What follows belongs to an exercise in optimizing a design on an open flow for small area, a short achievable clock period and few clock cycles per item; a production flow would make more cautious choices. RTL that was checked went through simulation tests only; none was proved equivalent to the original. Only the layout flow was run in runs 2 to 5; the RTL was not checked for function there.

==> design.v <==
module cxu_hexw (
    input  wire         clk,
    input  wire         rst,         
    input  wire         cmd_valid,
    output wire         cmd_ready,
    input  wire [1:0]   layout,      
    input  wire [127:0] x,           
    input  wire         pv,          
    input  wire [31:0]  prec,        
    input  wire [63:0]  first,
    input  wire [63:0]  last,
    output reg          mem_we,
    output wire [63:0]  mem_addr,
    output wire [7:0]   mem_wdata,
    input  wire         mem_ack,
    output reg          done,
    output wire [3:0]   status,
    output reg  [63:0]  cursor
);
    localparam [1:0] S_IDLE = 2'd0;
    localparam [1:0] S_MEAS = 2'd1;      
    localparam [1:0] S_RND  = 2'd2;      
    localparam [1:0] S_EMIT = 2'd3;
    localparam [2:0] P_SIGN  = 3'd0;
    localparam [2:0] P_LEAD  = 3'd1;
    localparam [2:0] P_DOT   = 3'd2;
    localparam [2:0] P_FRAC  = 3'd3;
    localparam [2:0] P_P     = 3'd4;
    localparam [2:0] P_ESIGN = 3'd5;
    localparam [2:0] P_EXP   = 3'd6;
    function ge_k14;
        input [13:0] a;
        input [13:0] k;
        integer i;
        reg r;
        begin
            r = 1'b1;
            for (i = 0; i < 14; i = i + 1)
                r = k[i] ? (a[i] & r) : (a[i] | r);
            ge_k14 = r;
        end
    endfunction
    function ge_k15;
        input [14:0] a;
        input [14:0] k;
        integer i;
        reg r;
        begin
            r = 1'b1;
            for (i = 0; i < 15; i = i + 1)
                r = k[i] ? (a[i] & r) : (a[i] | r);
            ge_k15 = r;
        end
    endfunction
    function lt5;
        input [4:0] a;
        input [4:0] b;
        integer i;
        reg r;
        begin
            r = 1'b0;
            for (i = 0; i < 5; i = i + 1)
                r = (~a[i] & b[i]) | (~(a[i] ^ b[i]) & r);
            lt5 = r;
        end
    endfunction
    function [3:0] a3;
        input [3:0] d;
        case (d)
            4'd5: a3 = 4'd8;
            4'd6: a3 = 4'd9;
            4'd7: a3 = 4'd10;
            4'd8: a3 = 4'd11;
            4'd9: a3 = 4'd12;
            4'd10, 4'd11, 4'd12, 4'd13, 4'd14, 4'd15: a3 = 4'bxxxx;
            default: a3 = d;
        endcase
    endfunction
    function [19:0] to_bcd;
        input [13:0] v;
        integer i;
        reg [19:0] b;
        begin
            b = 20'd0;
            for (i = 13; i >= 0; i = i - 1) begin
                b[3:0]   = a3(b[3:0]);
                b[7:4]   = a3(b[7:4]);
                b[11:8]  = a3(b[11:8]);
                b[15:12] = a3(b[15:12]);
                b = {b[18:0], v[i]};
            end
            to_bcd = b;
        end
    endfunction
    reg [1:0]   st;
    reg [2:0]   pc;
    reg [127:0] xq;
    reg [3:0]   lq;          
    reg         shq;         
    reg         rdyq;        
    reg         pvq;
    reg [31:0]  cq;          
    reg [63:0]  aq;          
    reg [1:0]   stq;
    reg [4:0]   jq;          
    reg         zf;          
    reg [4:0]   tq;          
    reg         up;          
    reg         rg;          
    reg         rupa;        
    reg [2:0]   kq;          
    reg [6:0]   wd;
    wire rdy = (st == S_IDLE);     
    assign cmd_ready = rdyq;
    assign mem_addr  = cursor;
    assign mem_wdata = {1'b0, wd};
    assign status    = {2'b00, stq};
    wire        sh = shq;
    wire        s  = (lq[0] & xq[31]) | (lq[1] & xq[63]) | (lq[2] & xq[79]) | (lq[3] & xq[127]);
    wire        jb = (lq[0] & (|xq[30:23])) | (lq[1] & (|xq[62:52])) | (lq[2] & xq[63]) |
                     (lq[3] & (|xq[126:112]));
    wire [14:0] ef = ({15{lq[0]}} & {7'd0, xq[30:23]}) | ({15{lq[1]}} & {4'd0, xq[62:52]}) |
                     ({15{lq[2]}} & xq[78:64]) | ({15{lq[3]}} & xq[126:112]);
    wire [4:0]  nn = ({5{lq[0]}} & 5'd6) | ({5{lq[1]}} & 5'd13) | ({5{lq[2]}} & 5'd16) | ({5{lq[3]}} & 5'd28);
    wire [27:0] vmask = {{12{lq[3]}}, {3{lq[3] | lq[2]}}, lq[3] | lq[2] | lq[1],
                         {6{~lq[0]}}, 6'h3F};    
    wire [14:0] em    = {ef[14:1], ef[0] | (ef == 15'd0)};
    wire        etop  = (lq[0] & em[7]) | (lq[1] & em[10]) | ((lq[2] | lq[3]) & em[14]);
    wire [13:0] lmask = {{4{lq[2] | lq[3]}}, {3{~lq[0]}}, 7'h7F};
    wire [13:0] elow  = em[13:0] & lmask;
    reg  [13:0] ae;
    reg         ecy;
    integer     k;
    always @(*) begin
        ecy = etop;
        for (k = 0; k < 14; k = k + 1) begin
            ae[k] = etop ? (elow[k] ^ ecy) : (~elow[k] & lmask[k]);
            ecy   = ecy & elow[k];
        end
    end
    wire        eneg = !etop && (ae != 14'd0);
    wire [19:0] bcd = to_bcd(ae);
    wire [14:0] e8 = {7'd0, xq[30:23]};
    wire [14:0] e11 = {4'd0, xq[62:52]};
    wire [14:0] e15 = lq[2] ? xq[78:64] : xq[126:112];
    wire        ge10 = (lq[0] & (ge_k15(e8, 137) | ~ge_k15(e8, 118))) |
                       (lq[1] & (ge_k15(e11, 1033) | ~ge_k15(e11, 1014))) |
                       (~lq[0] & ~lq[1] & (ge_k15(e15, 16393) | ~ge_k15(e15, 16374)));
    wire        ge100 = (lq[0] & (ge_k15(e8, 227) | ~ge_k15(e8, 28))) |
                        (lq[1] & (ge_k15(e11, 1123) | ~ge_k15(e11, 924))) |
                        (~lq[0] & ~lq[1] & (ge_k15(e15, 16483) | ~ge_k15(e15, 16284)));
    wire        ge1000 = (lq[1] & (ge_k15(e11, 2023) | ~ge_k15(e11, 24))) |
                         (~lq[0] & ~lq[1] & (ge_k15(e15, 17383) | ~ge_k15(e15, 15384)));
    wire        ge10000 = ~lq[0] & ~lq[1] & (ge_k15(e15, 26383) | ~ge_k15(e15, 6384));
    wire [2:0]  nd = ge10000 ? 3'd5 : ge1000 ? 3'd4 : ge100 ? 3'd3 : ge10 ? 3'd2 : 3'd1;
    reg  [3:0]  edig;
    always @(*) begin
        case (kq)
            3'd0: edig = bcd[3:0];
            3'd1: edig = bcd[7:4];
            3'd2: edig = bcd[11:8];
            3'd3: edig = bcd[15:12];
            default: edig = bcd[19:16];
        endcase
    end
    wire [112:0] xe = {xq[111:0], 1'b0};     
    reg  [27:0]  mnz, isf;
    always @(*) begin
        for (k = 0; k < 28; k = k + 1) begin
            if (k < 16) begin
                mnz[k] = (|xq[4*k+2 -: 3]) | (sh ? xe[4*k] : xq[4*k+3]);
                isf[k] = (&xq[4*k+2 -: 3]) & (sh ? xe[4*k] : xq[4*k+3]);
            end else begin
                mnz[k] = |xq[4*k+3 -: 4];
                isf[k] = &xq[4*k+3 -: 4];
            end
        end
    end
    wire [28:0] nzv = {1'b1, (mnz & vmask) | ~vmask};
    reg  [4:0]  tz;
    always @(*) begin
        tz = 5'd28;
        for (k = 27; k >= 0; k = k - 1)
            if (nzv[k]) tz = k[4:0];
    end
    wire        plo  = (cq[31:5] == 27'd0);
    wire        lt   = pvq && plo && lt5(cq[4:0], nn);
    wire [4:0]  dd   = nn - cq[4:0];         
    wire [4:0]  nf0  = nn - tz;
    wire [4:0]  tzm1 = tz - 5'd1;
    wire        nfnz = pvq ? (cq != 32'd0) : (tz != nn);
    wire [5:0]  lsml = (pvq ? {5'd0, nfnz} : (nfnz ? {1'b0, nf0} + 6'd1 : 6'd0))
                        + {5'd0, s} + 6'd3 + {3'd0, nd};
    wire [33:0] len   = (pvq ? {2'd0, cq} : 34'd0) + {28'd0, lsml};
    reg  [63:0] fs, fk;
    reg         fcy;
    always @(*) begin
        for (k = 0; k < 64; k = k + 1) begin
            if (k < 34) begin
                fs[k] = cursor[k] ^ len[k] ^ ~aq[k];
                fk[k] = (cursor[k] & len[k]) | ((cursor[k] | len[k]) & ~aq[k]);
            end else begin
                fs[k] = cursor[k] ^ ~aq[k];
                fk[k] = cursor[k] & ~aq[k];
            end
        end
        fcy = 1'b0;
        for (k = 0; k < 64; k = k + 1)
            fcy = (fs[k] & ((k == 0) ? 1'b0 : fk[k-1])) | ((fs[k] | ((k == 0) ? 1'b0 : fk[k-1])) & fcy);
        fcy = fcy | fk[63];
    end
    wire        fit   = !fcy;
    wire [4:0]  ridx = (st == S_MEAS) ? dd - 5'd1 : jq;
    reg  [4:0]  win;
    always @(*) begin
        win = 5'd0;
        for (k = 0; k < 28; k = k + 1)
            if (ridx == k) win = xe[4*k +: 5];
    end
    wire [3:0]  qn = sh ? win[3:0] : win[4:1];
    reg [27:0] keep;         
    reg [4:0]  tc;
    always @(*) begin
        for (k = 0; k < 28; k = k + 1)
            keep[k] = !lt5(k[4:0], dd);
        tc = 5'd31;
        for (k = 27; k >= 0; k = k - 1)
            if (!isf[k] && keep[k] && vmask[k]) tc = k[4:0];
    end
    wire upc  = rupa || (rg && ((dd == nn) ? jb : qn[0]));
    wire cl   = (st == S_RND)  ? (upc && tc == 5'd31) :
                (st == S_EMIT) && up && tq == 5'd31;
    wire [1:0] lead = {1'b0, jb} + {1'b0, cl};
    wire       jlt = lt5(jq, tq);
    wire [3:0] qn1 = {qn[3] ^ (&qn[2:0]), qn[2] ^ (&qn[1:0]), qn[1] ^ qn[0], ~qn[0]};
    wire [3:0] fdig = zf ? 4'd0 :
                      (up && jlt) ? 4'd0 :
                      (up && jq == tq) ? qn1 : qn;
    function [6:0] hexd;
        input [3:0] v;
        hexd = (v[3] & (v[2] | v[1])) ? {3'b110, 1'b0, v[2:0] - 3'd1} : {3'b011, v};
    endfunction
    wire       fmore = pvq ? (cq != 32'd0) : (jq != tzm1);
    wire [6:0] byte0 = s ? 7'h2D : hexd({2'b00, lead});
    reg [63:0] anext;
    reg [31:0] cdec;
    reg        acy, cbw;
    always @(*) begin
        acy = 1'b1;
        for (k = 0; k < 32; k = k + 1) begin
            anext[k] = cursor[k] ^ acy;
            acy      = acy & cursor[k];
        end
        acy = &cursor[31:0];
        for (k = 32; k < 64; k = k + 1) begin
            anext[k] = cursor[k] ^ acy;
            acy      = acy & cursor[k];
        end
        cbw = 1'b1;
        for (k = 0; k < 32; k = k + 1) begin
            cdec[k] = cq[k] ^ cbw;
            cbw     = cbw & ~cq[k];
        end
    end
    always @(posedge clk) begin
        if (rdy) begin
            xq  <= x;
            lq  <= {layout == 2'd3, layout == 2'd2, layout == 2'd1, layout == 2'd0};
            shq <= ~layout[0];
            pvq <= pv;
            aq  <= last;
        end
        if (rdy)
            cq <= prec;
        else if (st == S_EMIT && mem_ack && (pc == P_DOT || pc == P_FRAC) && fmore)
            cq <= cdec;
        if (rst) begin
            st     <= S_IDLE;
            rdyq   <= 1'b1;
            mem_we <= 1'b0;
            done   <= 1'b0;
            stq    <= 2'd0;
            cursor <= 64'd0;
        end else begin
            done <= 1'b0;
            case (st)
                S_IDLE: begin
                    if (cmd_valid && rdyq) begin
                        cursor <= first;
                        rdyq   <= 1'b0;
                        st     <= S_MEAS;
                    end
                end
                S_MEAS: begin
                    zf   <= 1'b0;
                    up   <= 1'b0;
                    tq   <= 5'd31;
                    kq   <= nd - 3'd1;
                    rg   <= qn[3];
                    rupa <= qn[3] && ((qn[2:0] != 3'd0) || lt5(tz, ridx));
                    if (!fit) begin
                        stq    <= 2'd2;
                        cursor <= aq;
                        done   <= 1'b1;
                        rdyq   <= 1'b1;
                        st     <= S_IDLE;
                    end else if (lt) begin
                        jq <= dd;
                        st <= S_RND;
                    end else begin
                        jq     <= nn - 5'd1;
                        mem_we <= 1'b1;
                        wd     <= byte0;
                        pc     <= s ? P_SIGN : P_LEAD;
                        st     <= S_EMIT;
                    end
                end
                S_RND: begin
                    up     <= upc;
                    tq     <= tc;
                    jq     <= nn - 5'd1;
                    mem_we <= 1'b1;
                    wd     <= byte0;
                    pc     <= s ? P_SIGN : P_LEAD;
                    st     <= S_EMIT;
                end
                default: begin   
                    if (mem_ack) begin
                        cursor <= anext;
                        case (pc)
                            P_SIGN: begin
                                pc <= P_LEAD;
                                wd <= hexd({2'b00, lead});
                            end
                            P_LEAD: begin
                                if (pvq ? (cq != 32'd0) : (tz != nn)) begin
                                    pc <= P_DOT;
                                    wd <= 7'h2E;
                                end else begin
                                    pc <= P_P;
                                    wd <= 7'h70;
                                end
                            end
                            P_DOT, P_FRAC: begin
                                if (fmore) begin
                                    pc <= P_FRAC;
                                    wd <= hexd(fdig);
                                    jq <= jq - 5'd1;
                                    if (jq == 5'd0) zf <= 1'b1;
                                end else begin
                                    pc <= P_P;
                                    wd <= 7'h70;
                                end
                            end
                            P_P: begin
                                pc <= P_ESIGN;
                                wd <= eneg ? 7'h2D : 7'h2B;
                            end
                            default: begin   
                                if (pc == P_EXP && kq == 3'd7) begin
                                    mem_we <= 1'b0;
                                    done   <= 1'b1;
                                    stq    <= 2'd1;
                                    rdyq   <= 1'b1;
                                    st     <= S_IDLE;
                                end else begin
                                    pc <= P_EXP;
                                    wd <= {3'b011, edig};
                                    kq <= kq - 3'd1;
                                end
                            end
                        endcase
                    end
                end
            endcase
        end
    end
endmodule
==> run.sh <==
#!/bin/bash
# synth_recipe.tcl (not shown) runs the flow's synth.tcl, then flattens the netlist and writes it again
# the make line also repeats each setting of config.mk as NAME=value (left out here)
make -C /OpenROAD-flow-scripts/flow DESIGN_CONFIG=/design/flow/config.mk WORK_HOME=/design/flow/orfs CLKGATE_MAP_FILE= SYNTH_SCRIPT=/design/flow/synth_recipe.tcl finish
==> config.mk <==
export PLATFORM = sky130hd
export DESIGN_NAME = cxu_hexw
export DESIGN_NICKNAME = cxu_hexw
export VERILOG_FILES = /design/flow/design.v
export SDC_FILE = /design/flow/constraint.sdc
export NUM_CORES = 4
export LEC_CHECK = 0
export ABC_AREA = 1
export CAP_MARGIN = 20
export CORE_MARGIN = 2
export CORE_UTILIZATION = 55
export SLEW_MARGIN = 20
==> constraint.sdc <==
create_clock -name core_clock -period 40.0 [get_ports {clk}]
set_input_delay 8.0000 -clock core_clock [delete_from_list [all_inputs] [get_ports {clk}]]
set_output_delay 8.0000 -clock core_clock [all_outputs]
set_load 0.01 [all_outputs]
==> impl_metrics.csv, run 1 <==
group,metric,value,unit
outcome,status,"complete, no violations",
sta,rsz0062_at_grt,"no",
die,dieArea,47130,um2
synth,yosys.area_share.simple,0.2381,
clock_network,tritoncts,"yes",
die,initial_utilization,0.5539,
global_routing,overflow,0,
final_layout,layout_commonest_cell,"nand2_1",
die,row_count,78,
clock_network,cts_made_buffers,38,
clock_network,htreeDepth,2,
sta,setup-tns-final,0,ns
synth,avgSynthCellArea,7.661,um2
clock_network,cts_setup_buffers,0,
die,die_h,217.1,um
final_layout,final_util,0.6794,
route,drc_errors,0,
final_layout,fin_nets,4125,
sta,finalSetupViolCount,0,
place,gp_congestion,0.9573,
min_path,worstHoldPathType,"flop to flop",
synth,synth_fa_ha_area_frac,0.1240,
synth,netlist_area,24980,um2
global_routing,track_usage,0.3303,
critical_path,required,40.44,ns
final_layout,layout_common_cells,"755 x nand2_1, 465 x inv_1, 433 x clkdlybuf4s50_1",
sta,drv_slew,0,
sta,tightest_slew,1.170,ns
clock_network,cts_hold_buf,0,
die,io_pins,438,
final_layout,drive_gt1_frac,0.04927,
critical_path,critPathMaxFanout,125,
clock_network,path_clk_slew,0.06,ns
final_layout,area_delta_synth_final,22.64,%
flow_run,cap_violations,0,
route,wire_per_inst,18.62,um
synth,synth-xor-area-share,0.01929,
critical_path,crit_buf_inv,11,
sta,slew_headroom,0.2199,
synth,synth-edff-count,256,
sta,fmax,0.07284,GHz
critical_path,slowest_stage,"buf_6",
synth,synth_top_family_by_area,"simple AND/OR/NAND/NOR gates",
synth,synth_compound_area_frac,0.1433,
critical_path,crit_path_frequent_cell,"nand2_1",
synth,synth.distinct_cells,75,
critical_path,startpoint_type,"flop",
clock_network,cts.sinks,327,
clock_network,root_buffer,"clkbuf_16",
route,drt-total-wl,78940,um
die,core_area,45090,um2
clock_network,ctsResizeCount,0,
critical_path,cp-end-kind,"flop",
place,hpwl,61570,um
critical_path,cp_top_family,"simple AND/OR/NAND/NOR gates",
synth,async_reset_ff_frac,0,
global_routing,grt_pass1_wl,122700,um
critical_path,worstSetupPathType,"flop to flop",
synth,synth_seq_cells,327,
route,drtIter0Drc,2374,
route,drt_pass1_iterations,6,
sta,hold_viol_final,0,
global_routing,antenna_found_initial,6,
sta,final.setup_skew,0.02404,ns
route,drtAntennaViolNets,0,
place,port_buffers,433,
synth,synthCells,3260,
synth,ys_seq_area_frac,0.3647,
clock_network,worst_skew_pair.late_latency,0.57,ns
critical_path,slowest_delay,0.67,ns
critical_path,worstPathArrival,14.17,ns
route,via_per_inst,5.700,
synth,ys.flop_type,"edfxtp_1",
route,vias,24170,
synth,ys_warn_count,1,
clock_network,clock_path_buffers,3,
global_routing,grt_pass1_vias,23300,
sta,fin_crit_sh,0.3432,
global_routing,grt_max_degree,126,
sta,fin_crit,13.73,ns
synth,synth_mux_area_frac,0,
place,placedInstanceArea,29390,um2
final_layout,final_area,30630,um2
die,dieWidth,217.1,um
[worst register-to-register path, delay by kind of cell, from the launching register on]
family | cells | cell delay [ns]
fa+ha+maj | 6 | 2.02
compound gates | 14 | 1.78
flops | 1 | 0.33
buf+inv | 11 | 1.94
xor+xnor | 2 | 0.39
simple gates | 74 | 7.11
[kinds of logic (layout without fill, tap and decap cells)]
| logic type | after synthesis | in the layout |
|---|---|---|
| adders and majority gates | 226 | 226 |
| buffers and inverters | 655 | 1026 |
| and+or+nand+nor | 1400 | 1400 |
| AOI/OAI and AO/OA | 595 | 595 |
| DFF | 327 | 327 |
| xor gates and xnor gates | 55 | 55 |
| other | 2 | 11 |
[metrics by stage]
stage,hold WS (ns),worst slack (ns),std cells
floorplan,0.4693,28.59,3262
global placement,0.4382,26.83,4164
detailed placement,0.4416,26.24,4164
CTS,0.4603,26.11,4233
global route,0.4682,24.50,4237
finish,0.4570,26.27,4240
[metal layers]
layer / global-route usage / up-vias / routed length, um / part of all wire
met5: 0 / - / 9 / 0.00011
met4: 0.1498 / 2 / 3759 / 0.048
met3: 0.05381 / 216 / 6382 / 0.081
met2: 0.5667 / 1198 / 37750 / 0.48
met1: 0.4087 / 11210 / 31040 / 0.39
li1: - / 11550 / - / -
[synthesized netlist by cell type, types with 21 or more instances]
master	number	share of area
a21oi_1	169	0.034
nor4_1	40	0.010
nor2_1	346	0.052
nor3_1	44	0.0088
a22o_1	25	0.0088
edfxtp_1	256	0.31
nand3_1	81	0.016
nand4_1	76	0.019
fa_1	36	0.029
inv_2	28	0.0042
buf_4	68	0.020
xor2_1	32	0.011
a31oi_1	21	0.0053
o22ai_1	38	0.0095
clkbuf_1	68	0.010
xnor2_1	23	0.0081
dfxtp_1	71	0.057
nand2_1	755	0.11
o21ai_0	200	0.040
inv_1	467	0.070
ha_1	190	0.095
[flip-flops by register name, summed over array words and instances (netlist names), 2 cells and up]
register and flops:
xq 128, jq 5, pc 3, lq 4, wd 6, kq 3
st 2, stq 2, aq 64, cq 32, cursor 64, tq 5
[path summary, 6_finish.rpt]
path / start / to / slack [ns] / depth (start not counted)
min reg2reg: stq[1]$_SDFFE_PP0P_ / stq[1]$_SDFFE_PP0P_ / 0.46 / 2
max reg2reg: lq[3]$_DFFE_PP_ / cursor[33]$_SDFFE_PP0P_ / 26.27 / 107
max: lq[3]$_DFFE_PP_ / cursor[33]$_SDFFE_PP0P_ / 26.27 / 107
min: stq[1]$_SDFFE_PP0P_ / stq[1]$_SDFFE_PP0P_ / 0.46 / 2
[layout make-up]
class / instances / area, um2
clock buffers: 51 / 1092
well taps: 600 / 750.7
repair buffers: 451 / 4473
diodes: 7 / 17.52
flip-flops and latches: 327 / 9109
clock inverters: 18 / 130.1
fillers: 3710 / 14460
multi-input cells: 2280 / 13140
inverters: 506 / 1916
Testbench counts, summed over its fixed seeds: cycles 54,462, items 3,200.
==> run 2, diff against run 1 <==
--- a/design.v
+++ b/design.v
@@ -192,8 +192,10 @@
     wire [5:0]  lsml = (pvq ? {5'd0, nfnz} : (nfnz ? {1'b0, nf0} + 6'd1 : 6'd0))
                         + {5'd0, s} + 6'd3 + {3'd0, nd};
     wire [33:0] len   = (pvq ? {2'd0, cq} : 34'd0) + {28'd0, lsml};
-    reg  [63:0] fs, fk;
+    reg  [63:0] fs, fk, fg, fp;
+    reg  [7:0]  bg, bp;
     reg         fcy;
+    integer     b;
     always @(*) begin
         for (k = 0; k < 64; k = k + 1) begin
             if (k < 34) begin
@@ -204,9 +206,21 @@
                 fk[k] = cursor[k] & ~aq[k];
             end
         end
+        for (k = 0; k < 64; k = k + 1) begin
+            fg[k] = fs[k] & ((k == 0) ? 1'b0 : fk[k-1]);
+            fp[k] = fs[k] | ((k == 0) ? 1'b0 : fk[k-1]);
+        end
+        for (b = 0; b < 8; b = b + 1) begin
+            bg[b] = 1'b0;
+            bp[b] = 1'b1;
+            for (k = 8*b; k < 8*b + 8; k = k + 1) begin
+                bg[b] = fg[k] | (fp[k] & bg[b]);
+                bp[b] = bp[b] & fp[k];
+            end
+        end
         fcy = 1'b0;
-        for (k = 0; k < 64; k = k + 1)
-            fcy = (fs[k] & ((k == 0) ? 1'b0 : fk[k-1])) | ((fs[k] | ((k == 0) ? 1'b0 : fk[k-1])) & fcy);
+        for (b = 0; b < 8; b = b + 1)
+            fcy = bg[b] | (bp[b] & fcy);
         fcy = fcy | fk[63];
     end
     wire        fit   = !fcy;
==> flow/run.sh (new file) <==
#!/bin/bash
# The standard layout (standard.sh: ORFS synthesis through finish), with two changes
# to how the layout is made; the clock, I/O delays and loads are unchanged:
#  - the timing repair steps aim for a large setup slack, so they work towards a short
#    achieved period instead of stopping once the 40 ns clock is met;
#  - every input and output port still gets its own buffer, but a plain buf_1 rather than
#    the delay cell buffer_ports picks by default.
# The make output goes to standard.log; ORFS's per-step logs stay under orfs/logs.
set -euo pipefail
export SETUP_SLACK_MARGIN=31
export BUFFER_PORTS_ARGS="-buffer_cell sky130_fd_sc_hd__buf_1"
bash standard.sh > standard.log 2>&1
==> standard.sh (new file) <==
#!/bin/bash
# synth_recipe.tcl (not shown) runs the flow's synth.tcl, then flattens the netlist and writes it again
# the make line also repeats each setting of config.mk as NAME=value (left out here)
make -C /OpenROAD-flow-scripts/flow DESIGN_CONFIG=/design/flow/config.mk WORK_HOME=/design/flow/orfs CLKGATE_MAP_FILE= SYNTH_SCRIPT=/design/flow/synth_recipe.tcl "${@:-finish}"
removed: run.sh
==> run 2 against run 1 <==
Still clean. Area after synthesis rose by 0.51%. Clock-buffer cell count fell by 3. Final cell count rose by 2.9%. Synthesized cell count fell by 0.28%. Critical path depth fell by 39. Flip-flop and latch count did not move. Register-to-register slack improved by 3.9 ns. Die area rose by 0.50%. Worst hold slack improved by 0.052 ns. Highest routed layer is now met4.
==> impl_metrics.csv, run 2 <==
group,metric,value,unit
synth,synth_common_cells,"700 x nand2_1, 424 x inv_1, 262 x o21ai_0",
final_layout,largest_reg_flops,128,
route,drtIter0Drc,2903,
sta,fmax,0.1014,GHz
min_path,worstHoldPathType,"flop to flop",
critical_path,timing.rr.start,"lq[3]$_DFFE_PP_",
route,vias,25900,
place,placedInstanceArea,26810,um2
die,dieWidth,217.6,um
sta,setup-tns-final,0,ns
clock_network,cts_hold_buf,0,
die,dieArea,47370,um2
synth,synth_top_area_share,0.3062,
final_layout,area_delta_synth_final,25.78,%
critical_path,slowest_delay,0.57,ns
clock_network,path_clk_slew,0.06,ns
die,io_pins,438,
route,drt-total-wl,89370,um
critical_path,slowest_stage,"fa_2",
synth,ys_warn_count,1,
die,row_count,78,
final_layout,fin_nets,4250,
clock_network,cts_made_buffers,38,
sta,tightest_slew,0.9946,ns
sta,rsz0062_at_grt,"yes",
final_layout,layout_common_cells,"681 x nand2_1, 410 x inv_1, 298 x buf_1",
critical_path,cp_top_family,"simple AND/OR/NAND/NOR gates",
critical_path,rr_worst_depth,68,
sta,final.setup_skew,0.03124,ns
critical_path,reg2reg_slack,30.14,ns
min_path,worstHoldStart,"stq[0]$_SDFFE_PP0P_",
die,die_h,217.6,um
synth,synth.distinct_cells,74,
critical_path,critPathMaxFanout,9,
place,place_inst,4151,
die,core_area,45190,um2
route,drc_errors,0,
synth,netlist_area,25100,um2
sta,hold_viol_final,0,
synth,synth-edff-count,256,
critical_path,crit_path_frequent_cell,"nand2_1",
synth,async_reset_ff_frac,0,
place,port_buffers,433,
final_layout,final_cells,4364,
global_routing,antenna_found_initial,0,
sta,slew_headroom,0.3369,
final_layout,drive_gt1_frac,0.1848,
synth,synthCells,3251,
route,drtAntennaViolNets,0,
sta,fin_crit,9.862,ns
global_routing,grt_max_degree,103,
route,via_per_inst,5.934,
sta,hold_ws,0.5088,ns
clock_network,root_buffer,"clkbuf_16",
critical_path,worstSetupPathType,"flop to flop",
final_layout,final_area,31570,um2
critical_path,worstPathArrival,10.31,ns
clock_network,htreeDepth,2,
global_routing,grt_pass1_vias,24800,
synth,avgSynthCellArea,7.722,um2
clock_network,cts.sinks,327,
clock_network,tritoncts,"yes",
clock_network,worst_skew_pair.late_latency,0.58,ns
min_path,min_path_cells,2,
final_layout,largestRegisters,"xq x128, aq x64, cursor x64",
final_layout,fillers,3486,
synth,synth_area_leaders,"edfxtp_1 31%, nand2_1 10%, ha_1 9.4%, inv_1 6.3%, dfxtp_1 5.7%",
route,wire_per_inst,20.48,um
synth,ys_seq_area_frac,0.3629,
place,gp_congestion,1.037,
final_layout,layout_commonest_cell,"nand2_1",
synth,yosysTopAreaCell,"edfxtp_1",
global_routing,grt_pass1_wl,131600,um
min_path,hold_end,"stq[0]$_SDFFE_PP0P_",
critical_path,cp-end-kind,"flop",
synth,ys.flop_type,"edfxtp_1",
place,hpwl,62020,um
synth,synth_most_common_cell,"nand2_1",
synth,synth_seq_cells,327,
critical_path,crit_buf_inv,12,
critical_path,regToRegEndpoint,"cursor[19]$_SDFFE_PP0P_",
sta,finalSetupViolCount,0,
critical_path,startpoint_type,"flop",
clock_network,clock_path_buffers,3,
critical_path,required,40.45,ns
die,initial_utilization,0.5555,
route,drt_pass1_iterations,6,
sta,drv_slew,0,
sta,fin_crit_sh,0.2465,
global_routing,overflow,0,
final_layout,regMostFlops,"xq",
flow_run,cap_violations,0,
global_routing,track_usage,0.3536,
outcome,status,"complete, no violations",
-- run 2: layer usage --
layer  global-route usage  share of wire
met1               0.4542           0.39
met2               0.5857           0.47
met3              0.05802          0.090
met4               0.1610          0.053
met5                    0              0
-- run 2: final cells by class --
class | count | area, um2 | area share
multi-input combinational | 2325 | 14400 | 0.4560
sequential | 327 | 9344 | 0.2959
timing repair buffer | 583 | 4053 | 0.1284
inverter | 452 | 1739 | 0.05508
clock buffer | 48 | 1020 | 0.03230
tap | 600 | 750.7 | 0.02378
clock inverter | 22 | 216.5 | 0.006856
timing repair inverter | 3 | 43.79 | 0.001387
antenna | 4 | 10.01 | 0.0003170
-- run 2: cell families after synthesis --
kind of cell	Yosys count	share of synthesized area
AO/OA/AOI/OAI	648	0.1470
XOR/XNOR	55	0.01919
adder cells (fa/ha/maj)	226	0.1233
buffers and inverters	601	0.1013
flip-flops	327	0.3629
other	2	0.0002992
AND/OR/NAND/NOR	1392	0.2460
-- run 2: worst max-delay path by stage --
| stage | depth (start not counted) | from | endpoint |
|---|---|---|---|
| floorplan | 2 | mem_ack | cq[0]$_DFFE_PP_ |
| global placement | 67 | lq[3]$_DFFE_PP_ | cursor[19]$_SDFFE_PP0P_ |
| detailed placement | 67 | lq[3]$_DFFE_PP_ | cursor[18]$_SDFFE_PP0P_ |
| CTS | 70 | lq[3]$_DFFE_PP_ | wd[3]$_DFFE_PP_ |
| global route | 69 | lq[3]$_DFFE_PP_ | cursor[19]$_SDFFE_PP0P_ |
| finish | 68 | lq[3]$_DFFE_PP_ | cursor[19]$_SDFFE_PP0P_ |
-- run 2: metrics by stage --
stage	utilization	worst slack (ns)
6_report	0.6988	30.14
5_1_grt	0.6985	29.70
4_1_cts	0.6784	30.33
3_5_place_dp	0.5933	28.10
3_3_place_gp	0.5932	28.61
2_1_floorplan	-	31.00
-- run 2: worst min-delay path, delay by kind of cell, from the launching register on --
family,cells,cell delay (ns)
flip-flops,1,0.34
AND/OR/NAND/NOR,1,0.07
AO/OA/AOI/OAI,1,0.06
-- run 2: what timing repair did --
action                                  CTS  global route
gates resized for setup                 505           222
cloned                                    9             3
pin swaps                                64            61
endpoints found under the setup margin  225           233
setup buffers                           105            21
==> run 3, diff against run 2 <==
--- a/design.v
+++ b/design.v
@@ -15,7 +15,7 @@
     input  wire         mem_ack,
     output reg          done,
     output wire [3:0]   status,
-    output reg  [63:0]  cursor
+    output wire [63:0]  cursor
 );
     localparam [1:0] S_IDLE = 2'd0;
     localparam [1:0] S_MEAS = 2'd1;      
@@ -101,6 +101,8 @@
     reg         pvq;
     reg [31:0]  cq;          
     reg [63:0]  aq;          
+    reg [63:0]  ad;          
+    reg         zc;          
     reg [1:0]   stq;
     reg [4:0]   jq;          
     reg         zf;          
@@ -112,7 +114,8 @@
     reg [6:0]   wd;
     wire rdy = (st == S_IDLE);     
     assign cmd_ready = rdyq;
-    assign mem_addr  = cursor;
+    assign mem_addr  = ad;
+    assign cursor    = zc ? 64'd0 : ad;
     assign mem_wdata = {1'b0, wd};
     assign status    = {2'b00, stq};
     wire        sh = shq;
@@ -199,11 +202,11 @@
     always @(*) begin
         for (k = 0; k < 64; k = k + 1) begin
             if (k < 34) begin
-                fs[k] = cursor[k] ^ len[k] ^ ~aq[k];
-                fk[k] = (cursor[k] & len[k]) | ((cursor[k] | len[k]) & ~aq[k]);
+                fs[k] = ad[k] ^ len[k] ^ ~aq[k];
+                fk[k] = (ad[k] & len[k]) | ((ad[k] | len[k]) & ~aq[k]);
             end else begin
-                fs[k] = cursor[k] ^ ~aq[k];
-                fk[k] = cursor[k] & ~aq[k];
+                fs[k] = ad[k] ^ ~aq[k];
+                fk[k] = ad[k] & ~aq[k];
             end
         end
         for (k = 0; k < 64; k = k + 1) begin
@@ -262,13 +265,13 @@
     always @(*) begin
         acy = 1'b1;
         for (k = 0; k < 32; k = k + 1) begin
-            anext[k] = cursor[k] ^ acy;
-            acy      = acy & cursor[k];
+            anext[k] = ad[k] ^ acy;
+            acy      = acy & ad[k];
         end
-        acy = &cursor[31:0];
+        acy = &ad[31:0];
         for (k = 32; k < 64; k = k + 1) begin
-            anext[k] = cursor[k] ^ acy;
-            acy      = acy & cursor[k];
+            anext[k] = ad[k] ^ acy;
+            acy      = acy & ad[k];
         end
         cbw = 1'b1;
         for (k = 0; k < 32; k = k + 1) begin
@@ -294,13 +297,14 @@
             mem_we <= 1'b0;
             done   <= 1'b0;
             stq    <= 2'd0;
-            cursor <= 64'd0;
+            zc     <= 1'b1;
         end else begin
             done <= 1'b0;
             case (st)
                 S_IDLE: begin
                     if (cmd_valid && rdyq) begin
-                        cursor <= first;
+                        ad <= first;
+                        zc     <= 1'b0;
                         rdyq   <= 1'b0;
                         st     <= S_MEAS;
                     end
@@ -314,7 +318,7 @@
                     rupa <= qn[3] && ((qn[2:0] != 3'd0) || lt5(tz, ridx));
                     if (!fit) begin
                         stq    <= 2'd2;
-                        cursor <= aq;
+                        ad <= aq;
                         done   <= 1'b1;
                         rdyq   <= 1'b1;
                         st     <= S_IDLE;
@@ -340,7 +344,7 @@
                 end
                 default: begin   
                     if (mem_ack) begin
-                        cursor <= anext;
+                        ad <= anext;
                         case (pc)
                             P_SIGN: begin
                                 pc <= P_LEAD;
==> run 3 against run 2 <==
Final cell count grew 0.96%. Worst hold slack lost 0.051 ns. Global-route usage grew 1.9 points. Highest routed layer is now met5.
==> impl_metrics.csv, run 3 <==
group,metric,value,unit
clock_network,htreeDepth,2,
place,hpwl,65950,um
sta,hold_viol_final,0,
route,drtIter0Drc,3396,
flow_run,cap_violations,0,
synth,synth_area_leaders,"edfxtp_1 38%, nand2_1 10%, ha_1 9.4%, inv_1 7.7%, nor2_1 4.6%",
min_path,hold_end,"stq[1]$_SDFFE_PP0P_",
synth,netlist_area,25130,um2
outcome,status,"complete, no violations",
clock_network,tritoncts,"yes",
synth,yosysTopAreaCell,"edfxtp_1",
final_layout,fin_nets,4294,
min_path,min_path_cells,2,
clock_network,path_clk_slew,0.06,ns
die,io_pins,438,
critical_path,crit_buf_inv,10,
min_path,worstHoldPathType,"flop to flop",
route,vias,26720,
clock_network,cts.sinks,328,
sta,slew_headroom,0.2409,
sta,tightest_slew,1.139,ns
synth,ys.flop_type,"edfxtp_1",
synth,synth_common_cells,"696 x nand2_1, 516 x inv_1, 320 x edfxtp_1",
clock_network,worst_skew_pair.late_latency,0.59,ns
critical_path,worstPathArrival,10.36,ns
sta,finalSetupViolCount,0,
synth,synthCells,3189,
global_routing,antenna_found_initial,4,
sta,setup-tns-final,0,ns
clock_network,cts_made_buffers,38,
sta,fmax,0.09929,GHz
route,wire_per_inst,21.99,um
global_routing,overflow,0,
die,row_count,78,
critical_path,worstSetupPathType,"flop to flop",
route,via_per_inst,6.064,
global_routing,met3_usage,0.05453,
synth,synth-edff-count,320,
global_routing,track_usage,0.3728,
critical_path,slowest_stage,"fa_2",
sta,rsz0062_at_grt,"yes",
synth,synth_top_area_share,0.3823,
global_routing,top_usage_layer,"met2",
min_path,worstHoldStart,"stq[1]$_SDFFE_PP0P_",
final_layout,layout_common_cells,"680 x nand2_1, 497 x inv_1, 320 x edfxtp_1",
die,die_h,217.8,um
final_layout,area_delta_synth_final,27.21,%
place,port_buffers,433,
route,drt-total-wl,96880,um
global_routing,grt_pass1_wl,136300,um
critical_path,regToRegEndpoint,"ad[60]$_DFFE_PP_",
sta,fin_crit,10.07,ns
synth,ys_warn_count,1,
critical_path,reg2reg_slack,29.93,ns
final_layout,layout_commonest_cell,"nand2_1",
synth,synth_most_common_cell,"nand2_1",
route,drc_errors,0,
critical_path,critPathMaxFanout,8,
synth,avgSynthCellArea,7.882,um2
critical_path,required,40.29,ns
clock_network,clock_path_buffers,3,
die,dieWidth,217.8,um
synth,ys_seq_area_frac,0.3887,
synth,synth_seq_cells,328,
final_layout,fillers,3402,
synth,synth.distinct_cells,68,
final_layout,regMostFlops,"xq",
sta,final.setup_skew,0.03667,ns
critical_path,cp-end-kind,"flop",
critical_path,crit_path_frequent_cell,"nand3_2",
critical_path,rr_worst_depth,71,
place,gp_congestion,1.003,
route,drtAntennaViolNets,0,
sta,hold_ws,0.4578,ns
die,initial_utilization,0.5550,
clock_network,root_buffer,"clkbuf_16",
critical_path,startpoint_type,"flop",
route,drt_pass1_iterations,6,
global_routing,grt_util_met1,0.5146,
final_layout,largest_reg_flops,128,
global_routing,grt_use_met2,0.5835,
global_routing,grt_pass1_vias,24710,
global_routing,grt_max_degree,94,
critical_path,cp_top_family,"simple AND/OR/NAND/NOR gates",
final_layout,drive_gt1_frac,0.1659,
sta,fin_crit_sh,0.2518,
final_layout,largestRegisters,"xq x128, ad x64, aq x64",
critical_path,timing.rr.start,"xq[97]$_DFFE_PP_",
critical_path,slowest_delay,0.60,ns
die,core_area,45280,um2
die,dieArea,47420,um2
sta,drv_slew,0,
synth,async_reset_ff_frac,0,
run 3: final cells by class:
class                           instances  area [um2]  area share
Multi-Input combinational cell       2244       14000      0.4379
Sequential cell                       328        9782      0.3059
Timing Repair Buffer                  612        4165      0.1303
Inverter                              550        2077     0.06496
Clock buffer                           51        1020     0.03189
Tap cell                              600       750.7     0.02348
Clock inverter                         19       172.7    0.005400
Antenna cell                            2       5.005   0.0001565
run 3: cells by family after synthesis:
logic type / count (synthesis) / synth area share
and+or+nand+nor: 1432 / 0.2484
buffers and inverters: 619 / 0.09379
AOI/OAI and AO/OA: 531 / 0.1279
DFF: 328 / 0.3887
adders and majority gates: 225 / 0.1228
xor gates and xnor gates: 52 / 0.01812
other: 2 / 0.0002988
run 3: per-stage QoR:
step,util,setup slack (ns),cells,cell area [um2]
floorplan,-,30.28,3191,25230
detailed placement,0.6064,28.89,4171,27460
CTS,0.6861,30.26,4377,31070
global placement,0.6064,29.21,4171,27460
finish,0.7061,29.93,4406,31970
global route,0.7060,29.30,4405,31970
run 3: what timing repair did:
action,4_1_cts,5_1_grt
hold buffers,0,0
cloned,14,0
resized for setup,322,185
buffers inserted,122,27
pin swaps,104,59
endpoints found under the setup margin,224,230
run 3: layer usage:
metal | up-vias | share of wire | wire length [um]
li1 | 11940 | - | -
met1 | 12470 | 0.39 | 37750
met2 | 1865 | 0.44 | 42930
met3 | 439 | 0.11 | 10880
met4 | 6 | 0.054 | 5277
met5 | - | 0.00042 | 41
run 3: how the worst max path moves through the flow:
stage | start | end | depth (start not counted)
after floorplan | cmd_valid | ad[0]$_DFFE_PP_ | 6
after global placement | lq[3]$_DFFE_PP_ | ad[8]$_DFFE_PP_ | 64
after detailed placement | lq[3]$_DFFE_PP_ | ad[10]$_DFFE_PP_ | 64
after CTS | xq[96]$_DFFE_PP_ | ad[59]$_DFFE_PP_ | 67
after global routing | xq[97]$_DFFE_PP_ | ad[60]$_DFFE_PP_ | 67
final | xq[97]$_DFFE_PP_ | ad[60]$_DFFE_PP_ | 71
run 3: tightest hold or removal path: stages, from the launching register on:
cell	delay [ns]
dfxtp_2	0.32
inv_1	0.04
a21oi_1	0.05
==> run 4, diff against run 3 <==
--- a/design.v
+++ b/design.v
@@ -192,9 +192,21 @@
     wire [4:0]  nf0  = nn - tz;
     wire [4:0]  tzm1 = tz - 5'd1;
     wire        nfnz = pvq ? (cq != 32'd0) : (tz != nn);
-    wire [5:0]  lsml = (pvq ? {5'd0, nfnz} : (nfnz ? {1'b0, nf0} + 6'd1 : 6'd0))
-                        + {5'd0, s} + 6'd3 + {3'd0, nd};
-    wire [33:0] len   = (pvq ? {2'd0, cq} : 34'd0) + {28'd0, lsml};
+    wire [5:0]  sm0  = (nfnz ? {1'b0, nf0} + 6'd1 : 6'd0) + {5'd0, s} + 6'd3 + {3'd0, nd};
+    wire [3:0]  sm1  = {3'd0, nfnz} + {3'd0, s} + 4'd3 + {1'd0, nd};
+    wire [4:0]  len1l = {1'b0, cq[3:0]} + {1'b0, sm1};
+    reg  [28:0] cqhi1;
+    reg         cqc;
+    always @(*) begin
+        cqc = 1'b1;
+        for (k = 4; k < 32; k = k + 1) begin
+            cqhi1[k-4] = cq[k] ^ cqc;
+            cqc        = cqc & cq[k];
+        end
+        cqhi1[28] = cqc;
+    end
+    wire [33:0] len1 = {len1l[4] ? cqhi1 : {1'b0, cq[31:4]}, len1l[3:0]};
+    wire [33:0] len  = (st == S_RND) ? len1 : {28'd0, sm0};
     reg  [63:0] fs, fk, fg, fp;
     reg  [7:0]  bg, bp;
     reg         fcy;
@@ -245,7 +257,7 @@
             if (!isf[k] && keep[k] && vmask[k]) tc = k[4:0];
     end
     wire upc  = rupa || (rg && ((dd == nn) ? jb : qn[0]));
-    wire cl   = (st == S_RND)  ? (upc && tc == 5'd31) :
+    wire cl   = (st == S_RND)  ? (lt && upc && tc == 5'd31) :
                 (st == S_EMIT) && up && tq == 5'd31;
     wire [1:0] lead = {1'b0, jb} + {1'b0, cl};
     wire       jlt = lt5(jq, tq);
@@ -316,15 +328,15 @@
                     kq   <= nd - 3'd1;
                     rg   <= qn[3];
                     rupa <= qn[3] && ((qn[2:0] != 3'd0) || lt5(tz, ridx));
-                    if (!fit) begin
+                    if (pvq) begin
+                        jq <= dd;
+                        st <= S_RND;
+                    end else if (!fit) begin
                         stq    <= 2'd2;
-                        ad <= aq;
+                        ad     <= aq;
                         done   <= 1'b1;
                         rdyq   <= 1'b1;
                         st     <= S_IDLE;
-                    end else if (lt) begin
-                        jq <= dd;
-                        st <= S_RND;
                     end else begin
                         jq     <= nn - 5'd1;
                         mem_we <= 1'b1;
@@ -334,13 +346,21 @@
                     end
                 end
                 S_RND: begin
-                    up     <= upc;
+                    up     <= lt && upc;
                     tq     <= tc;
                     jq     <= nn - 5'd1;
-                    mem_we <= 1'b1;
-                    wd     <= byte0;
-                    pc     <= s ? P_SIGN : P_LEAD;
-                    st     <= S_EMIT;
+                    if (!fit) begin
+                        stq    <= 2'd2;
+                        ad     <= aq;
+                        done   <= 1'b1;
+                        rdyq   <= 1'b1;
+                        st     <= S_IDLE;
+                    end else begin
+                        mem_we <= 1'b1;
+                        wd     <= byte0;
+                        pc     <= s ? P_SIGN : P_LEAD;
+                        st     <= S_EMIT;
+                    end
                 end
                 default: begin   
                     if (mem_ack) begin
==> run 4 against run 3 <==
Still clean. Routed wire length is 9.3% lower. Flip-flop and latch count is the same. Die area grew 0.45%.
==> impl_metrics.csv, run 4 <==
group,metric,value,unit
outcome,status,"complete, no violations",
clock_network,cts.sinks,328,
critical_path,critPathMaxFanout,16,
global_routing,overflow,0,
synth,async_reset_ff_frac,0,
synth,synth_seq_cells,328,
sta,final.setup_skew,0.01993,ns
final_layout,regArea,9782,um2
route,drc_errors,0,
clock_network,worst_skew_pair.late_latency,0.58,ns
critical_path,slowest_stage,"dfxtp_4",
sta,drv_slew,0,
final_layout,largestRegisters,"xq x128, ad x64, aq x64",
route,drtAntennaViolNets,0,
synth,synth_area_leaders,"edfxtp_1 38%, ha_1 11%, nand2_1 11%, inv_1 6.7%, nor2_1 5.7%",
sta,fin_crit,9.526,ns
critical_path,slowest_delay,0.40,ns
final_layout,fillers,3891,
clock_network,tritoncts,"yes",
sta,rsz0062_at_grt,"yes",
clock_network,cts_hold_buf,0,
route,drt-total-wl,87910,um
die,core_area,45380,um2
sta,fin_crit_sh,0.2381,
final_layout,multi_input_area,13660,um2
route,wire_per_inst,20.20,um
sta,fmax,0.1050,GHz
global_routing,antenna_found_initial,4,
critical_path,cp-end-kind,"output port",
die,io_pins,438,
synth,ys_warn_count,1,
clock_network,htreeDepth,2,
route,drtIter0Drc,2892,
die,dieArea,47640,um2
final_layout,regMostFlops,"xq",
sta,setup_ws,30.47,ns
synth,synthCells,3226,
critical_path,required,32.00,ns
route,vias,25460,
clock_network,cts_made_buffers,38,
final_layout,layout_common_cells,"705 x nand2_1, 442 x inv_1, 360 x nor2_1",
final_layout,layout_commonest_cell,"nand2_1",
critical_path,crit_chain,"clkbuf_16 -> nor2_2 -> buf_2",
global_routing,grt_max_degree,92,
synth,synth_top_area_share,0.3806,
place,gp_congestion,0.9586,
synth,synth_common_cells,"719 x nand2_1, 453 x inv_1, 381 x nor2_1",
critical_path,worstPathArrival,1.53,ns
flow_run,cap_violations,0,
sta,finalSetupViolCount,0,
synth,ys.flop_type,"edfxtp_1",
synth,ys_seq_area_frac,0.3869,
synth,synth-edff-count,320,
clock_network,root_buffer,"clkbuf_16",
place,hpwl,65210,um
place,port_buffers,433,
final_layout,largest_reg_flops,128,
final_layout,fin_nets,4268,
clock_network,clock_path_buffers,3,
sta,setup-tns-final,0,ns
global_routing,grt_pass1_wl,130600,um
synth,yosysTopAreaCell,"edfxtp_1",
critical_path,startpoint_type,"flop",
die,die_h,218.3,um
synth,synth_most_common_cell,"nand2_1",
die,dieWidth,218.3,um
sta,tightest_slew,1.064,ns
synth,synth.distinct_cells,66,
sta,hold_viol_final,0,
final_layout,area_delta_synth_final,19.77,%
place,pre_cts_ws,30.03,ns
min_path,worstHoldPathType,"flop to flop",
die,row_count,78,
global_routing,grt_pass1_vias,24090,
critical_path,crit_buf_inv,2,
sta,slew_headroom,0.2905,
synth,netlist_area,25250,um2
critical_path,worstSetupPathType,"flop to output port",
route,drt_pass1_iterations,6,
clock_network,path_clk_slew,0.06,ns
critical_path,cp_top_family,"flip-flops",
route,via_per_inst,5.851,
die,initial_utilization,0.5564,
final_layout,drive_gt1_frac,0.1212,
final_layout,final_cells,4352,
synth,avgSynthCellArea,7.826,um2
place,place_inst,4190,
global_routing,track_usage,0.3528,
-- run 4: worst register-to-register path, delay by kind of cell, from the launching register on --
family / cells / cell delay (ns)
AOI/OAI and AO/OA: 19 / 2.26
adders and majority gates: 7 / 2.24
buffers and inverters: 8 / 0.91
DFF: 1 / 0.40
and+or+nand+nor: 27 / 2.63
-- run 4: cells by family after synthesis --
logic type	after synthesis	share of synthesized area
adders and majority gates	257	0.1382
AOI/OAI and AO/OA	563	0.1292
xor gates and xnor gates	22	0.007632
and+or+nand+nor	1480	0.2510
buffers and inverters	574	0.08682
other	2	0.0002974
DFF	328	0.3869
-- run 4: metrics by stage --
| stage | instance area [um2] | hold WS, ns | util |
|---|---|---|---|
| final | 30240 | 0.4651 | 0.6663 |
| after global routing | 30230 | 0.4745 | 0.6662 |
| after CTS | 29520 | 0.4631 | 0.6506 |
| after detailed placement | 27430 | 0.4505 | 0.6044 |
| after global placement | 27430 | 0.4439 | 0.6044 |
| after floorplan | 25290 | 0.4712 | - |
-- run 4: final cells by class --
| cell class | instances | share of cell area |
|---|---|---|
| flip-flops and latches | 328 | 0.3235 |
| clock inverters | 19 | 0.007241 |
| multi-input cells | 2327 | 0.4516 |
| inverters | 490 | 0.06231 |
| repair buffers | 533 | 0.09649 |
| diodes | 5 | 0.0004138 |
| well taps | 600 | 0.02483 |
| clock buffers | 50 | 0.03364 |
-- run 4: worst paths after layout --
check	start	endpoint	slack (ns)	depth (start not counted)
max	zc$_SDFFE_PP1P_	cursor[11]	30.47	3
min	stq[1]$_SDFFE_PP0P_	stq[1]$_SDFFE_PP0P_	0.47	2
max reg2reg	lq[3]$_DFFE_PP_	ad[2]$_DFFE_PP_	31.31	61
min reg2reg	stq[1]$_SDFFE_PP0P_	stq[1]$_SDFFE_PP0P_	0.47	2
-- run 4: repair_timing --
item                       4_1_cts  5_1_grt
resized for setup              147      120
setup buffers                   46       31
cloned                           6        5
pin swaps                       13       40
setup endpoints to repair      243      246
-- run 4: per-layer routing --
layer / up-vias / global-route usage / part of all wire
met3: 220 / 0.05484 / 0.094
li1: 11900 / - / -
met5: - / 0 / 0.00016
met4: 2 / 0.1304 / 0.038
met1: 11930 / 0.4844 / 0.41
met2: 1403 / 0.5652 / 0.45
==> run 5, diff against run 4 <==
--- a/config.mk
+++ b/config.mk
@@ -10,3 +10,4 @@
 export CORE_MARGIN = 2
 export CORE_UTILIZATION = 55
 export SLEW_MARGIN = 20
+export TNS_END_PERCENT = 0
==> run 5 against run 4 <==
Sequential share of layout area up 1.0 points. Still clean. Maximum frequency about the same. Setup slack improved by 0.0075 ns. Synthesized cell count stayed put.
==> impl_metrics.csv, run 5 <==
group,metric,value,unit
critical_path,cp_top_family,"flip-flops",
critical_path,slowest_stage,"dfxtp_4",
final_layout,final_util,0.6456,
critical_path,critPathMaxFanout,16,
global_routing,overflow,0,
sta,setup-tns-final,0,ns
critical_path,worstSetupPathType,"flop to output port",
route,dr_wl_met3,8364,um
die,dieArea,47640,um2
die,row_count,78,
global_routing,grt_pass1_vias,23520,
sta,fin_crit_sh,0.2380,
die,dieWidth,218.3,um
route,met1_length,35830,um
route,drtIter0Drc,2606,
clock_network,tritoncts,"yes",
die,initial_utilization,0.5564,
flow_run,cap_violations,0,
place,gp_congestion,1.006,
clock_network,cts_made_buffers,38,
final_layout,largest_reg_flops,128,
sta,tightest_slew,1.078,ns
synth,avgSynthCellArea,7.826,um2
synth,synthCells,3226,
synth,synth_common_cells,"719 x nand2_1, 453 x inv_1, 381 x nor2_1",
route,vias,25060,
synth,ys.flop_type,"edfxtp_1",
synth,synth_top_area_share,0.3806,
synth,synth_seq_cells,328,
global_routing,grt_max_degree,93,
route,met2_length,38770,um
route,drt_pass1_iterations,8,
global_routing,grt_pass1_wl,127000,um
outcome,status,"complete, no violations",
final_layout,fillers,3966,
route,drtAntennaViolNets,0,
sta,final.setup_skew,0.03160,ns
critical_path,worstPathArrival,1.52,ns
route,drt-total-wl,86050,um
die,io_pins,438,
final_layout,layout_commonest_cell,"nand2_1",
route,top_layer_used,"met5",
die,core_area,45380,um2
critical_path,crit_chain,"buf_8 -> nor2_1 -> buf_1",
synth,netlist_area,25250,um2
synth,ys_seq_area_frac,0.3869,
final_layout,fin_nets,4208,
final_layout,layout_common_cells,"712 x nand2_1, 447 x inv_1, 416 x buf_1",
sta,fmax,0.1051,GHz
synth,synth-edff-count,320,
clock_network,path_clk_slew,0.06,ns
clock_network,htreeDepth,2,
clock_network,clock_path_buffers,3,
sta,fin_crit,9.518,ns
synth,yosysTopAreaCell,"edfxtp_1",
sta,hold_viol_final,0,
final_layout,area_delta_synth_final,16.04,%
global_routing,antenna_found_initial,5,
critical_path,cp-end-kind,"output port",
critical_path,required,32.00,ns
final_layout,regMostFlops,"xq",
synth,synth.distinct_cells,66,
critical_path,slowest_delay,0.47,ns
min_path,worstHoldPathType,"flop to flop",
clock_network,root_buffer,"clkbuf_16",
die,die_h,218.3,um
synth,async_reset_ff_frac,0,
sta,slew_headroom,0.2811,
synth,synth_most_common_cell,"nand2_1",
clock_network,cts.sinks,328,
place,hpwl,65390,um
final_layout,largestRegisters,"xq x128, ad x64, aq x64",
synth,ys_warn_count,1,
clock_network,worst_skew_pair.late_latency,0.57,ns
sta,finalSetupViolCount,0,
global_routing,track_usage,0.3429,
route,via_per_inst,5.838,
place,port_buffers,433,
synth,synth_area_leaders,"edfxtp_1 38%, ha_1 11%, nand2_1 11%, inv_1 6.7%, nor2_1 5.7%",
critical_path,startpoint_type,"flop",
critical_path,crit_buf_inv,2,
sta,rsz0062_at_grt,"yes",
route,drc_errors,0,
sta,drv_slew,0,
route,wire_per_inst,20.04,um
final_layout,drive_gt1_frac,0.07106,
[run 5: cell counts after synthesis]
No cell type changed its count.
[run 5: metal layers]
metal | up-vias | GRT usage
li1 | 11770 | -
met1 | 11740 | 0.4679
met2 | 1359 | 0.5449
met3 | 199 | 0.06360
met4 | 4 | 0.1263
met5 | - | 0
[run 5: cell families after synthesis]
| group | share of synthesized area |
|---|---|
| XOR/XNOR | 0.007632 |
| other | 0.0002974 |
| adder cells (fa/ha/maj) | 0.1382 |
| AND/OR/NAND/NOR | 0.2510 |
| flip-flops | 0.3869 |
| buffers and inverters | 0.08682 |
| AO/OA/AOI/OAI | 0.1292 |
[run 5: path summary, 6_finish.rpt]
| kind | from | end | slack (ns) | cells after the start |
|---|---|---|---|---|
| worst min-delay path | stq[1]$_SDFFE_PP0P_ | stq[1]$_SDFFE_PP0P_ | 0.45 | 2 |
| worst min register to register | stq[1]$_SDFFE_PP0P_ | stq[1]$_SDFFE_PP0P_ | 0.45 | 2 |
| worst max register to register | lq[3]$_DFFE_PP_ | ad[5]$_DFFE_PP_ | 30.98 | 61 |
| worst max-delay path | zc$_SDFFE_PP1P_ | cursor[23] | 30.48 | 3 |
[run 5: cell type report]
cell class                      count  area (um2)  area share
Multi-Input combinational cell   2326       13500      0.4607
Sequential cell                   328        9773      0.3336
Timing Repair Buffer              474        2185     0.07457
Inverter                          490        1862     0.06355
Clock buffer                       48        1010     0.03447
Tap cell                          600       750.7     0.02562
Clock inverter                     21       203.9    0.006961
Antenna cell                        6       15.01   0.0005125
[run 5: stage by stage]
step	std cells	worst slack [ns]	cell area, um2	hold slack, ns
2_1_floorplan	3228	30.31	25260	0.4712
3_3_place_gp	4190	30.19	27410	0.4412
3_5_place_dp	4190	29.96	27410	0.4529
4_1_cts	4262	30.51	28720	0.4511
5_1_grt	4290	30.39	29290	0.4832
6_report	4293	30.48	29300	0.4547
[run 5: what timing repair did]
item	in CTS	in global routing
setup buffers	2	14
endpoints found under the setup margin	251	262
cloned	1	11
resized for setup	17	74
hold buffers	0	0
pin swaps	0	26
[run 5: tightest hold or removal path, stage by stage, from the launching register on]
cell and delay (ns):
dfxtp_1 0.31, inv_1 0.05, a21oi_1 0.05
==> run 6, diff against run 5 <==
--- a/design.v
+++ b/design.v
@@ -108,6 +108,7 @@
     reg         zf;          
     reg [4:0]   tq;          
     reg         up;          
+    reg         scan;        
     reg         rg;          
     reg         rupa;        
     reg [2:0]   kq;          
@@ -167,15 +168,13 @@
         endcase
     end
     wire [112:0] xe = {xq[111:0], 1'b0};     
-    reg  [27:0]  mnz, isf;
+    reg  [27:0]  mnz;
     always @(*) begin
         for (k = 0; k < 28; k = k + 1) begin
             if (k < 16) begin
                 mnz[k] = (|xq[4*k+2 -: 3]) | (sh ? xe[4*k] : xq[4*k+3]);
-                isf[k] = (&xq[4*k+2 -: 3]) & (sh ? xe[4*k] : xq[4*k+3]);
             end else begin
                 mnz[k] = |xq[4*k+3 -: 4];
-                isf[k] = &xq[4*k+3 -: 4];
             end
         end
     end
@@ -247,17 +246,14 @@
             if (ridx == k) win = xe[4*k +: 5];
     end
     wire [3:0]  qn = sh ? win[3:0] : win[4:1];
-    reg [27:0] keep;         
-    reg [4:0]  tc;
-    always @(*) begin
-        for (k = 0; k < 28; k = k + 1)
-            keep[k] = !lt5(k[4:0], dd);
-        tc = 5'd31;
-        for (k = 27; k >= 0; k = k - 1)
-            if (!isf[k] && keep[k] && vmask[k]) tc = k[4:0];
-    end
     wire upc  = rupa || (rg && ((dd == nn) ? jb : qn[0]));
-    wire cl   = (st == S_RND)  ? (lt && upc && tc == 5'd31) :
+    wire upv  = scan ? up : (lt && upc);
+    wire jtop = (jq == nn);                  
+    wire jlst = (jq == nn - 5'd1);
+    wire qf   = &qn;
+    wire rcy  = upv && (jtop || (qf && jlst));      
+    wire rmore = upv && !jtop && qf && !jlst;       
+    wire cl   = (st == S_RND)  ? rcy :
                 (st == S_EMIT) && up && tq == 5'd31;
     wire [1:0] lead = {1'b0, jb} + {1'b0, cl};
     wire       jlt = lt5(jq, tq);
@@ -328,6 +324,7 @@
                     kq   <= nd - 3'd1;
                     rg   <= qn[3];
                     rupa <= qn[3] && ((qn[2:0] != 3'd0) || lt5(tz, ridx));
+                    scan <= 1'b0;
                     if (pvq) begin
                         jq <= dd;
                         st <= S_RND;
@@ -346,16 +343,17 @@
                     end
                 end
                 S_RND: begin
-                    up     <= lt && upc;
-                    tq     <= tc;
-                    jq     <= nn - 5'd1;
-                    if (!fit) begin
+                    up     <= upv;
+                    scan   <= 1'b1;
+                    tq     <= rcy ? 5'd31 : jq;
+                    jq     <= rmore ? jq + 5'd1 : nn - 5'd1;
+                    if (!fit && !scan) begin
                         stq    <= 2'd2;
                         ad     <= aq;
                         done   <= 1'b1;
                         rdyq   <= 1'b1;
                         st     <= S_IDLE;
-                    end else begin
+                    end else if (!rmore) begin
                         mem_we <= 1'b1;
                         wd     <= byte0;
                         pc     <= s ? P_SIGN : P_LEAD;
--- a/config.mk
+++ b/config.mk
@@ -10,4 +10,3 @@
 export CORE_MARGIN = 2
 export CORE_UTILIZATION = 55
 export SLEW_MARGIN = 20
-export TNS_END_PERCENT = 0
==> run 6 against run 5 <==
Critical path depth stayed put. First-iteration DRC count is 7.1% lower. Via count is 4.1% lower. Largest cell class unchanged. Clock skew is 0.0078 ns lower. Highest routed layer unchanged.
==> impl_metrics.csv, run 6 <==
group,metric,value,unit
synth,synthCells,3091,
global_routing,overflow,0,
final_layout,regMostFlops,"xq",
die,dieWidth,216.4,um
synth,async_reset_ff_frac,0,
clock_network,worst_skew_pair.late_latency,0.57,ns
sta,tightest_slew,1.261,ns
global_routing,grt_pass1_wl,119900,um
clock_network,cts_made_buffers,39,
route,drt-total-wl,79400,um
clock_network,tritoncts,"yes",
sta,fmax,0.1057,GHz
route,vias,24030,
global_routing,track_usage,0.3227,
critical_path,crit_chain,"buf_12 -> nor2_2 -> buf_2",
place,gp_congestion,0.9699,
route,wire_per_inst,18.83,um
sta,slew_headroom,0.1594,
synth,synth-edff-count,321,
sta,hold_viol_final,0,
final_layout,area_delta_synth_final,20.12,%
global_routing,antenna_found_initial,3,
min_path,worstHoldPathType,"flop to flop",
synth,avgSynthCellArea,8.029,um2
critical_path,slowest_delay,0.39,ns
clock_network,cts_hold_buf,0,
place,port_buffers,433,
synth,synth_top_area_share,0.3884,
sta,fin_crit,9.463,ns
clock_network,path_clk_slew,0.06,ns
final_layout,largest_reg_flops,128,
final_layout,drive_gt1_frac,0.1324,
critical_path,cp-end-kind,"output port",
final_layout,layout_common_cells,"663 x nand2_1, 407 x inv_1, 341 x nor2_1",
final_layout,layout_commonest_cell,"nand2_1",
synth,synth.distinct_cells,66,
clock_network,root_buffer,"clkbuf_16",
synth,synth_seq_cells,329,
synth,ys.flop_type,"edfxtp_1",
die,die_h,216.4,um
synth,synth_common_cells,"676 x nand2_1, 414 x inv_1, 361 x nor2_1",
critical_path,critPathMaxFanout,17,
synth,netlist_area,24820,um2
die,initial_utilization,0.5588,
synth,ys_seq_area_frac,0.3949,
global_routing,grt_pass1_vias,22760,
synth,ys_warn_count,1,
flow_run,cap_violations,0,
die,io_pins,438,
global_routing,grt_max_degree,199,
sta,final.setup_skew,0.02379,ns
sta,fin_crit_sh,0.2366,
die,core_area,44410,um2
die,row_count,77,
sta,rsz0062_at_grt,"yes",
final_layout,final_area,29810,um2
route,drc_errors,0,
final_layout,fin_nets,4134,
synth,synth_area_leaders,"edfxtp_1 39%, ha_1 11%, nand2_1 10%, inv_1 6.3%, nor2_1 5.5%",
route,drt_pass1_iterations,6,
place,hpwl,58400,um
sta,finalSetupViolCount,0,
synth,synth_most_common_cell,"nand2_1",
place,placedInstanceArea,27030,um2
sta,setup-tns-final,0,ns
clock_network,cts.sinks,329,
route,drtIter0Drc,2420,
critical_path,worstSetupPathType,"flop to output port",
critical_path,worstPathArrival,1.46,ns
die,dieArea,46840,um2
route,drtAntennaViolNets,0,
critical_path,slowest_stage,"dfxtp_4",
clock_network,htreeDepth,2,
outcome,status,"complete, no violations",
sta,drv_slew,0,
final_layout,largestRegisters,"xq x128, ad x64, aq x64",
clock_network,clock_path_buffers,3,
route,via_per_inst,5.700,
critical_path,required,32.00,ns
synth,yosysTopAreaCell,"edfxtp_1",
critical_path,startpoint_type,"flop",
run 6: cell types whose count changed after synthesis, moves of 5 or more:
cell / change
nor2_2: +6
xor2_1: +10
inv_1: -39
a211oi_1: +5
nor4_1: +6
nand2_2: +8
nand4_1: -21
o221ai_1: -7
nand2_1: -43
o21ai_1: -6
nor2_1: -20
o21ai_0: -25
nand3_1: -30
run 6: cell type report:
cell class / instances / area, um2
Antenna cell: 6 / 15.01
Clock buffer: 44 / 1016
Clock inverter: 28 / 261.5
Fill cell: 3728 / 14600
Inverter: 453 / 1723
Multi-Input combinational cell: 2226 / 13360
Sequential cell: 329 / 9809
Tap cell: 592 / 740.7
Timing Repair Buffer: 537 / 2877
Timing Repair inverter: 1 / 5.005
run 6: metal layers:
layer,part of all wire,routed length [um],GRT usage,up-vias
met4,0.030,2368,0.1062,2
met5,0.00016,13,0,-
met3,0.075,5986,0.04239,171
li1,-,-,-,11470
met2,0.48,37760,0.5329,1047
met1,0.42,33270,0.4405,11340
run 6: cells by family after synthesis:
family                   Yosys count  synth area share
buffers and inverters            538           0.08344
flip-flops                       329            0.3949
other                              2         0.0003026
AO/OA/AOI/OAI                    549            0.1296
AND/OR/NAND/NOR                 1387            0.2415
adder cells (fa/ha/maj)          252            0.1382
XOR/XNOR                          34           0.01200
run 6: stage by stage:
stage,std cells,setup slack (ns),hold slack (ns),util
floorplan,3093,29.83,0.4651,-
global placement,4046,29.89,0.4360,0.6086
detailed placement,4046,29.65,0.4461,0.6086
CTS,4169,30.55,0.4578,0.6542
global route,4212,30.51,0.4761,0.6710
finish,4216,30.54,0.4571,0.6712
run 6: worst paths after layout:
kind / slack (ns) / startpoint / endpoint / cells after the start
hold / removal: 0.46 / stq[0]$_SDFFE_PP0P_ / stq[0]$_SDFFE_PP0P_ / 2
hold reg to reg: 0.46 / stq[0]$_SDFFE_PP0P_ / stq[0]$_SDFFE_PP0P_ / 2
setup reg to reg: 31.29 / lq[3]$_DFFE_PP_ / ad[62]$_DFFE_PP_ / 53
setup / recovery: 30.54 / zc$_SDFFE_PP1P_ / cursor[40] / 3
run 6: timing repair:
| action | in CTS | in global routing |
|---|---|---|
| gates resized for setup | 133 | 123 |
| setup endpoints to repair | 224 | 265 |
| buffers inserted | 46 | 36 |
| gates cloned | 5 | 5 |
| pin swaps | 9 | 38 |
run 6: worst max-delay path: cells and delay by family, from the launching register on:
family | cells | cell delay (ns)
buffers and inverters | 2 | 0.34
flip-flops | 1 | 0.39
AND/OR/NAND/NOR | 1 | 0.15
Testbench counts of run 6, summed over its fixed seeds: cycles 55,038, items 3,200.

-- separate check: timing with driven ports --
In the flow no input, the clock included, has a driving cell. The finished layouts below were timed again as built, in two steps. Step 1 sets driving cells, clkbuf_16 on the clock port and buf_2 on the other inputs (assumed; they add their load-dependent delay and slew). Step 2 also shifts input and output timing later by t, the mid clock arrival at the registers, as if the neighbouring blocks saw the same clock. Three values: ideal ports, drivers, drivers and shift; two values: the first two.
run | shift t [ns] | setup slack, ns | cell pins on the clock port's net
run 1 | 0.618 | 26.272 / 26.272 / 26.272 | 1
run 2 | 0.626 | 30.138 / 30.138 / 30.138 | 1
run 3 | 0.635 | 29.929 / 29.929 / 29.929 | 1
run 4 | 0.625 | 30.474 / 30.414 / 30.350 | 1
run 5 | 0.616 | 30.482 / 30.421 / 30.277 | 1
run 6 | 0.619 | 30.537 / 30.475 / 30.347 | 1
After both steps every run listed still meets setup and hold. For run 5, which loses most, drivers alone change the setup slack by -0.061 ns; drivers and shift together by -0.205 ns.
